This is an optimization exercise on Yosys and OpenROAD, whose aim is small area and a short achievable clock period, not a production implementation. In this exercise RTL edits were held to simulation tests only and were not proved equivalent to the original. Power figures rest on the tool's default switching activity, not on a simulated workload.

==> flow/design.v <==
module wiz_pixel_decoder #(
    parameter N           = 64,
    parameter FRAME_BYTES = 6 * N,
    parameter [7:0] ACK_BYTE = 8'h06
) (
    input  wire                 clk,
    input  wire                 rst,
    input  wire                 rx_valid,
    input  wire [7:0]           rx_data,
    output wire                 rx_ready,
    output wire                 tx_valid,
    output wire [7:0]           tx_data,
    input  wire                 tx_ready,
    output wire                 disp_start,
    input  wire                 disp_done,
    input  wire [$clog2(N)-1:0] s1_raddr,
    input  wire [$clog2(N)-1:0] s2_raddr,
    output reg  [23:0]          s1_rdata,
    output reg  [23:0]          s2_rdata
);
    localparam CNT_W = $clog2(FRAME_BYTES);
    localparam SB    = 8 * FRAME_BYTES;
    reg             rdy;
    reg             dst;
    reg             wt;
    reg             tv;
    reg [CNT_W-1:0] cnt;       
    reg             last;      
    wire rx_fire = rx_valid && rdy;
    always @(posedge clk) begin
        if (rst) begin
            rdy  <= 1'b1;
            dst  <= 1'b0;
            wt   <= 1'b0;
            tv   <= 1'b0;
            cnt  <= {CNT_W{1'b0}};
            last <= 1'b0;
        end else begin
            dst <= rx_fire && last;
            if (rx_fire) begin
                cnt  <= cnt + 1'b1;
                last <= (cnt == FRAME_BYTES - 2);
                if (last) rdy <= 1'b0;
            end
            if (dst) wt <= 1'b1;
            if (wt && disp_done) begin
                wt <= 1'b0;
                tv <= 1'b1;
            end
            if (tv && tx_ready) begin
                tv   <= 1'b0;
                rdy  <= 1'b1;
                cnt  <= {CNT_W{1'b0}};
                last <= 1'b0;
            end
        end
    end
    assign rx_ready   = rdy;
    assign disp_start = dst;
    assign tx_valid   = tv;
    assign tx_data    = ACK_BYTE;
    reg          sh_en;
    reg [7:0]    sh_d;
    reg [SB-1:0] fb;
    always @(posedge clk) begin
        sh_en <= rx_fire;
        sh_d  <= rx_data;
        if (sh_en)
            fb <= {fb[SB-9:0], sh_d};
    end
    wire [24*N-1:0] strip1 = fb[SB-1 -: 24*N];
    wire [24*N-1:0] strip2 = fb[SB-1-24*N -: 24*N];
    wire [N-1:0] sel1, sel2;
    wire [7:0]   lo1, hi1, lo2, hi2;
    wpd_dec3 u_lo1 (.a(s1_raddr[2:0]), .y(lo1));
    wpd_dec3 u_hi1 (.a(s1_raddr[5:3]), .y(hi1));
    wpd_dec3 u_lo2 (.a(s2_raddr[2:0]), .y(lo2));
    wpd_dec3 u_hi2 (.a(s2_raddr[5:3]), .y(hi2));
    genvar gi, gb;
    generate
        for (gi = 0; gi < N; gi = gi + 1) begin : g_dec
            wpd_nand2 u_s1 (.a(hi1[gi/8]), .b(lo1[gi%8]), .y(sel1[gi]));
            wpd_nand2 u_s2 (.a(hi2[gi/8]), .b(lo2[gi%8]), .y(sel2[gi]));
        end
    endgenerate
    wire [23:0] rd1, rd2;
    generate
        for (gb = 0; gb < 24; gb = gb + 1) begin : g_bit
            wire [N-1:0] col1, col2;
            for (gi = 0; gi < N; gi = gi + 1) begin : g_col
                assign col1[gi] = strip1[24*(N-1-gi) + gb];
                assign col2[gi] = strip2[24*(N-1-gi) + gb];
            end
            wpd_sel64 u_m1 (.sel(sel1), .d(col1), .y(rd1[gb]));
            wpd_sel64 u_m2 (.sel(sel2), .d(col2), .y(rd2[gb]));
        end
    endgenerate
    always @(posedge clk) begin
        s1_rdata <= rd1;
        s2_rdata <= rd2;
    end
endmodule
module wpd_sel64 (
    input  wire [63:0] sel,
    input  wire [63:0] d,
    output wire        y
);
    wire [31:0] m;
    wire [15:0] p;
    wire [3:0]  q;
    genvar g;
    generate
        for (g = 0; g < 32; g = g + 1) begin : g_o2
            wpd_oai22 u (.a1(d[2*g]), .a2(sel[2*g]), .b1(d[2*g+1]), .b2(sel[2*g+1]),
                         .y(m[g]));
        end
        for (g = 0; g < 16; g = g + 1) begin : g_r2
            wpd_nor2 u (.a(m[2*g]), .b(m[2*g+1]), .y(p[g]));
        end
        for (g = 0; g < 4; g = g + 1) begin : g_n4
            wpd_nand4 u (.a(p[4*g]), .b(p[4*g+1]), .c(p[4*g+2]), .d(p[4*g+3]), .y(q[g]));
        end
    endgenerate
    wpd_nor4 u_y (.a(q[0]), .b(q[1]), .c(q[2]), .d(q[3]), .y(y));
endmodule
module wpd_oai22 (
    input  wire a1, a2, b1, b2,
    output wire y
);
    assign y = ~((a1 | a2) & (b1 | b2));
endmodule
module wpd_dec3 (
    input  wire [2:0] a,
    output wire [7:0] y
);
    genvar g;
    generate
        for (g = 0; g < 8; g = g + 1) begin : g_y
            assign y[g] = (a == g);
        end
    endgenerate
endmodule
module wpd_nand2 (
    input  wire a, b,
    output wire y
);
    assign y = ~(a & b);
endmodule
module wpd_nor2 (
    input  wire a, b,
    output wire y
);
    assign y = ~(a | b);
endmodule
module wpd_nand4 (
    input  wire a, b, c, d,
    output wire y
);
    assign y = ~(a & b & c & d);
endmodule
module wpd_nor4 (
    input  wire a, b, c, d,
    output wire y
);
    assign y = ~(a | b | c | d);
endmodule
make LEC_CHECK=0 CAP_MARGIN=20 CORE_ASPECT_RATIO=0.5 CORE_MARGIN=2 CORE_UTILIZATION=65 CTS_CLUSTER_DIAMETER=90 CTS_CLUSTER_SIZE=28 SETUP_SLACK_MARGIN=3.6 SLEW_MARGIN=20 SYNTH_HIERARCHICAL=1 TNS_END_PERCENT=5 finish   # period 6.0 ns
run.sh (not shown) runs the stock make flow with config.mk's settings and CLKGATE_MAP_FILE= SYNTH_SCRIPT=/design/flow/synth_recipe.tcl, a recipe that flattens the netlist after the stock synthesis.
Change:
--- a/flow/design.v
+++ b/flow/design.v
@@ -71,5 +71,5 @@
     wire [24*N-1:0] strip1 = fb[SB-1 -: 24*N];
     wire [24*N-1:0] strip2 = fb[SB-1-24*N -: 24*N];
-    wire [N-1:0] sel1, sel2;
+    wire [N-1:0] sel1a, sel1b, sel2a, sel2b;
     wire [7:0]   lo1, hi1, lo2, hi2;
     wpd_dec3 u_lo1 (.a(s1_raddr[2:0]), .y(lo1));
@@ -80,6 +80,8 @@
     generate
         for (gi = 0; gi < N; gi = gi + 1) begin : g_dec
-            wpd_nand2 u_s1 (.a(hi1[gi/8]), .b(lo1[gi%8]), .y(sel1[gi]));
-            wpd_nand2 u_s2 (.a(hi2[gi/8]), .b(lo2[gi%8]), .y(sel2[gi]));
+            wpd_nand2 u_s1a (.a(hi1[gi/8]), .b(lo1[gi%8]), .y(sel1a[gi]));
+            wpd_nand2 u_s1b (.a(hi1[gi/8]), .b(lo1[gi%8]), .y(sel1b[gi]));
+            wpd_nand2 u_s2a (.a(hi2[gi/8]), .b(lo2[gi%8]), .y(sel2a[gi]));
+            wpd_nand2 u_s2b (.a(hi2[gi/8]), .b(lo2[gi%8]), .y(sel2b[gi]));
         end
     endgenerate
@@ -92,6 +94,6 @@
                 assign col2[gi] = strip2[24*(N-1-gi) + gb];
             end
-            wpd_sel64 u_m1 (.sel(sel1), .d(col1), .y(rd1[gb]));
-            wpd_sel64 u_m2 (.sel(sel2), .d(col2), .y(rd2[gb]));
+            wpd_sel64 u_m1 (.sel(gb < 12 ? sel1a : sel1b), .d(col1), .y(rd1[gb]));
+            wpd_sel64 u_m2 (.sel(gb < 12 ? sel2a : sel2b), .d(col2), .y(rd2[gb]));
         end
     endgenerate
=>
- The changed run ran to the end with no violations
- die area climbs by 0.43%
- sequential share of layout area went down by 0.34 points
- power came out higher by 0.41%
- worst setup slack is worse by 0.046 ns
- design area is higher by 0.51%
- via count is higher by 2.3%
- routed wire length came out higher by 7.5%
- global-route usage came out higher by 2.1 points
- cell count went up by 1.5%
- core utilization came out higher by 0.20 points

* * *

## trial 74
Another version of the RTL of wiz_pixel_decoder (not shown whole).
Size: roughly 5900 cells after synthesis, about 3100 flip-flops, ~84 I/O pins, about 110000 um^2 of cells after synthesis.
==> module wiz_pixel_decoder, before the edit <==
module wiz_pixel_decoder #(
    parameter N           = 64,
    parameter FRAME_BYTES = 6 * N,
    parameter [7:0] ACK_BYTE = 8'h06
) (
    input  wire                 clk,
    input  wire                 rst,
    input  wire                 rx_valid,
    input  wire [7:0]           rx_data,
    output wire                 rx_ready,
    output wire                 tx_valid,
    output wire [7:0]           tx_data,
    input  wire                 tx_ready,
    output wire                 disp_start,
    input  wire                 disp_done,
    input  wire [$clog2(N)-1:0] s1_raddr,
    input  wire [$clog2(N)-1:0] s2_raddr,
    output reg  [23:0]          s1_rdata,
    output reg  [23:0]          s2_rdata
);
    localparam CNT_W = $clog2(FRAME_BYTES);
    localparam SB    = 8 * FRAME_BYTES;
    reg             rdy;
    reg             dst;
    reg             wt;
    reg             tv;
    reg [CNT_W-1:0] cnt;       
    reg             last;      
    wire rx_fire = rx_valid && rdy;
    always @(posedge clk) begin
        if (rst) begin
            rdy  <= 1'b1;
            dst  <= 1'b0;
            wt   <= 1'b0;
            tv   <= 1'b0;
            cnt  <= {CNT_W{1'b0}};
            last <= 1'b0;
        end else begin
            dst <= rx_fire && last;
            if (rx_fire) begin
                cnt  <= cnt + 1'b1;
                last <= (cnt == FRAME_BYTES - 2);
                if (last) rdy <= 1'b0;
            end
            if (dst) wt <= 1'b1;
            if (wt && disp_done) begin
                wt <= 1'b0;
                tv <= 1'b1;
            end
            if (tv && tx_ready) begin
                tv   <= 1'b0;
                rdy  <= 1'b1;
                cnt  <= {CNT_W{1'b0}};
                last <= 1'b0;
            end
        end
    end
    assign rx_ready   = rdy;
    assign disp_start = dst;
    assign tx_valid   = tv;
    assign tx_data    = ACK_BYTE;
    reg          sh_en;
    reg [7:0]    sh_d;
    reg [SB-1:0] fb;
    always @(posedge clk) begin
        sh_en <= rx_fire;
        sh_d  <= rx_data;
        if (sh_en)
            fb <= {fb[SB-9:0], sh_d};
    end
    wire [24*N-1:0] strip1 = fb[SB-1 -: 24*N];
    wire [24*N-1:0] strip2 = fb[SB-1-24*N -: 24*N];
    wire [N-1:0] sel1, sel2;
    genvar gi, gb;
    generate
        for (gi = 0; gi < N; gi = gi + 1) begin : g_dec
            assign sel1[gi] = (s1_raddr != gi);
            assign sel2[gi] = (s2_raddr != gi);
        end
    endgenerate
    wire [23:0] rd1, rd2;
    generate
        for (gb = 0; gb < 24; gb = gb + 1) begin : g_bit
            wire [N-1:0] col1, col2;
            for (gi = 0; gi < N; gi = gi + 1) begin : g_col
                assign col1[gi] = strip1[24*(N-1-gi) + gb];
                assign col2[gi] = strip2[24*(N-1-gi) + gb];
            end
            wpd_sel64 u_m1 (.sel(sel1), .d(col1), .y(rd1[gb]));
            wpd_sel64 u_m2 (.sel(sel2), .d(col2), .y(rd2[gb]));
        end
    endgenerate
    always @(posedge clk) begin
        s1_rdata <= rd1;
        s2_rdata <= rd2;
    end
endmodule
clock: 6.0 ns
lec_check: 0
cap_margin: 20
core_aspect_ratio: 0.5
core_margin: 2
core_utilization: 65
cts_cluster_diameter: 90
cts_cluster_size: 28
setup_slack_margin: 3.6
slew_margin: 20
synth_hierarchical: 1
tns_end_percent: 100
Trial 74 closes out successfully: all stages finished, all timing, DRC and antenna checks passed.
> inputs changed (trial 74 -> build 2)
--- a/flow/design.v
+++ b/flow/design.v
@@ -69,14 +69,21 @@
             fb <= {fb[SB-9:0], sh_d};
     end
     wire [24*N-1:0] strip1 = fb[SB-1 -: 24*N];
     wire [24*N-1:0] strip2 = fb[SB-1-24*N -: 24*N];
-    wire [N-1:0] sel1, sel2;
+    wire [N-1:0] sel1a, sel1b, sel2a, sel2b;
+    wire [7:0]   lo1, hi1, lo2, hi2;
+    wpd_dec3 u_lo1 (.a(s1_raddr[2:0]), .y(lo1));
+    wpd_dec3 u_hi1 (.a(s1_raddr[5:3]), .y(hi1));
+    wpd_dec3 u_lo2 (.a(s2_raddr[2:0]), .y(lo2));
+    wpd_dec3 u_hi2 (.a(s2_raddr[5:3]), .y(hi2));
     genvar gi, gb;
     generate
         for (gi = 0; gi < N; gi = gi + 1) begin : g_dec
-            assign sel1[gi] = (s1_raddr != gi);
-            assign sel2[gi] = (s2_raddr != gi);
+            wpd_nand2 u_s1a (.a(hi1[gi/8]), .b(lo1[gi%8]), .y(sel1a[gi]));
+            wpd_nand2 u_s1b (.a(hi1[gi/8]), .b(lo1[gi%8]), .y(sel1b[gi]));
+            wpd_nand2 u_s2a (.a(hi2[gi/8]), .b(lo2[gi%8]), .y(sel2a[gi]));
+            wpd_nand2 u_s2b (.a(hi2[gi/8]), .b(lo2[gi%8]), .y(sel2b[gi]));
         end
     endgenerate
     wire [23:0] rd1, rd2;
     generate
@@ -85,10 +92,10 @@
             for (gi = 0; gi < N; gi = gi + 1) begin : g_col
                 assign col1[gi] = strip1[24*(N-1-gi) + gb];
                 assign col2[gi] = strip2[24*(N-1-gi) + gb];
             end
-            wpd_sel64 u_m1 (.sel(sel1), .d(col1), .y(rd1[gb]));
-            wpd_sel64 u_m2 (.sel(sel2), .d(col2), .y(rd2[gb]));
+            wpd_sel64 u_m1 (.sel(gb < 12 ? sel1a : sel1b), .d(col1), .y(rd1[gb]));
+            wpd_sel64 u_m2 (.sel(gb < 12 ? sel2a : sel2b), .d(col2), .y(rd2[gb]));
         end
     endgenerate
     always @(posedge clk) begin
         s1_rdata <= rd1;
@@ -123,8 +130,25 @@
     output wire y
 );
     assign y = ~((a1 | a2) & (b1 | b2));
 endmodule
+module wpd_dec3 (
+    input  wire [2:0] a,
+    output wire [7:0] y
+);
+    genvar g;
+    generate
+        for (g = 0; g < 8; g = g + 1) begin : g_y
+            assign y[g] = (a == g);
+        end
+    endgenerate
+endmodule
+module wpd_nand2 (
+    input  wire a, b,
+    output wire y
+);
+    assign y = ~(a & b);
+endmodule
 module wpd_nor2 (
     input  wire a, b,
     output wire y
 );
Notes after the runs:
Build 2 closes out successfully: all stages finished, all timing, DRC and antenna checks passed.
[compare] base=trial 74 new=build 2: non-clock buffer count rose by 79, overall die area increased about 0.4%.
Post-route worst setup slack: build 2 < trial 74
Compared with trial 74, build 2 shows number of clock buffers in the layout that has gone down by a few percent.
Utilization in build 2 vs trial 74: up 1.4 points
In terms of post-place instance area, trial 74 and build 2 differ only marginally.

[separate check: timing with driven ports]
The results above use ideal ports. As a check the final layouts listed here were re-extracted and re-timed, cells and wires unchanged. Step 1 (the two cells are an assumption about what drives the block):
set clk [get_ports {clk}]
set_driving_cell -lib_cell sky130_fd_sc_hd__clkbuf_16 $clk
set_driving_cell -lib_cell sky130_fd_sc_hd__buf_2 [delete_from_list [all_inputs] $clk]
Step 2 adds t to the input delays and takes it off the output delays; t is the mean of the earliest and latest rising clock arrival at the registers after step 1. Input paths then give back, and output paths get back, about the clock's delay inside the block. Slacks: ideal / step 1 / step 2; pairs: ideal / step 1.
run | t, ns | slack for setup (ns) | worst setup path after step 2 | latest minus earliest clock arrival (ns)
the first run of note 1 | 0.893 | 3.423 / 3.370 / 2.536 | input to register | 0.040 / 0.041
the second run of note 1 | 0.907 | 3.377 / 3.322 / 2.498 | input to register | 0.048 / 0.047
trial 74 | 0.903 | 3.464 / 3.368 / 2.595 | input to register | 0.035 / 0.035
build 2 | 0.909 | 3.387 / 3.314 / 2.478 | input to register | 0.048 / 0.048
After both steps setup and hold are still met in every run listed. The setup slack of build 2, which loses most, moves by -0.073 ns with the drivers and by -0.909 ns with both steps.
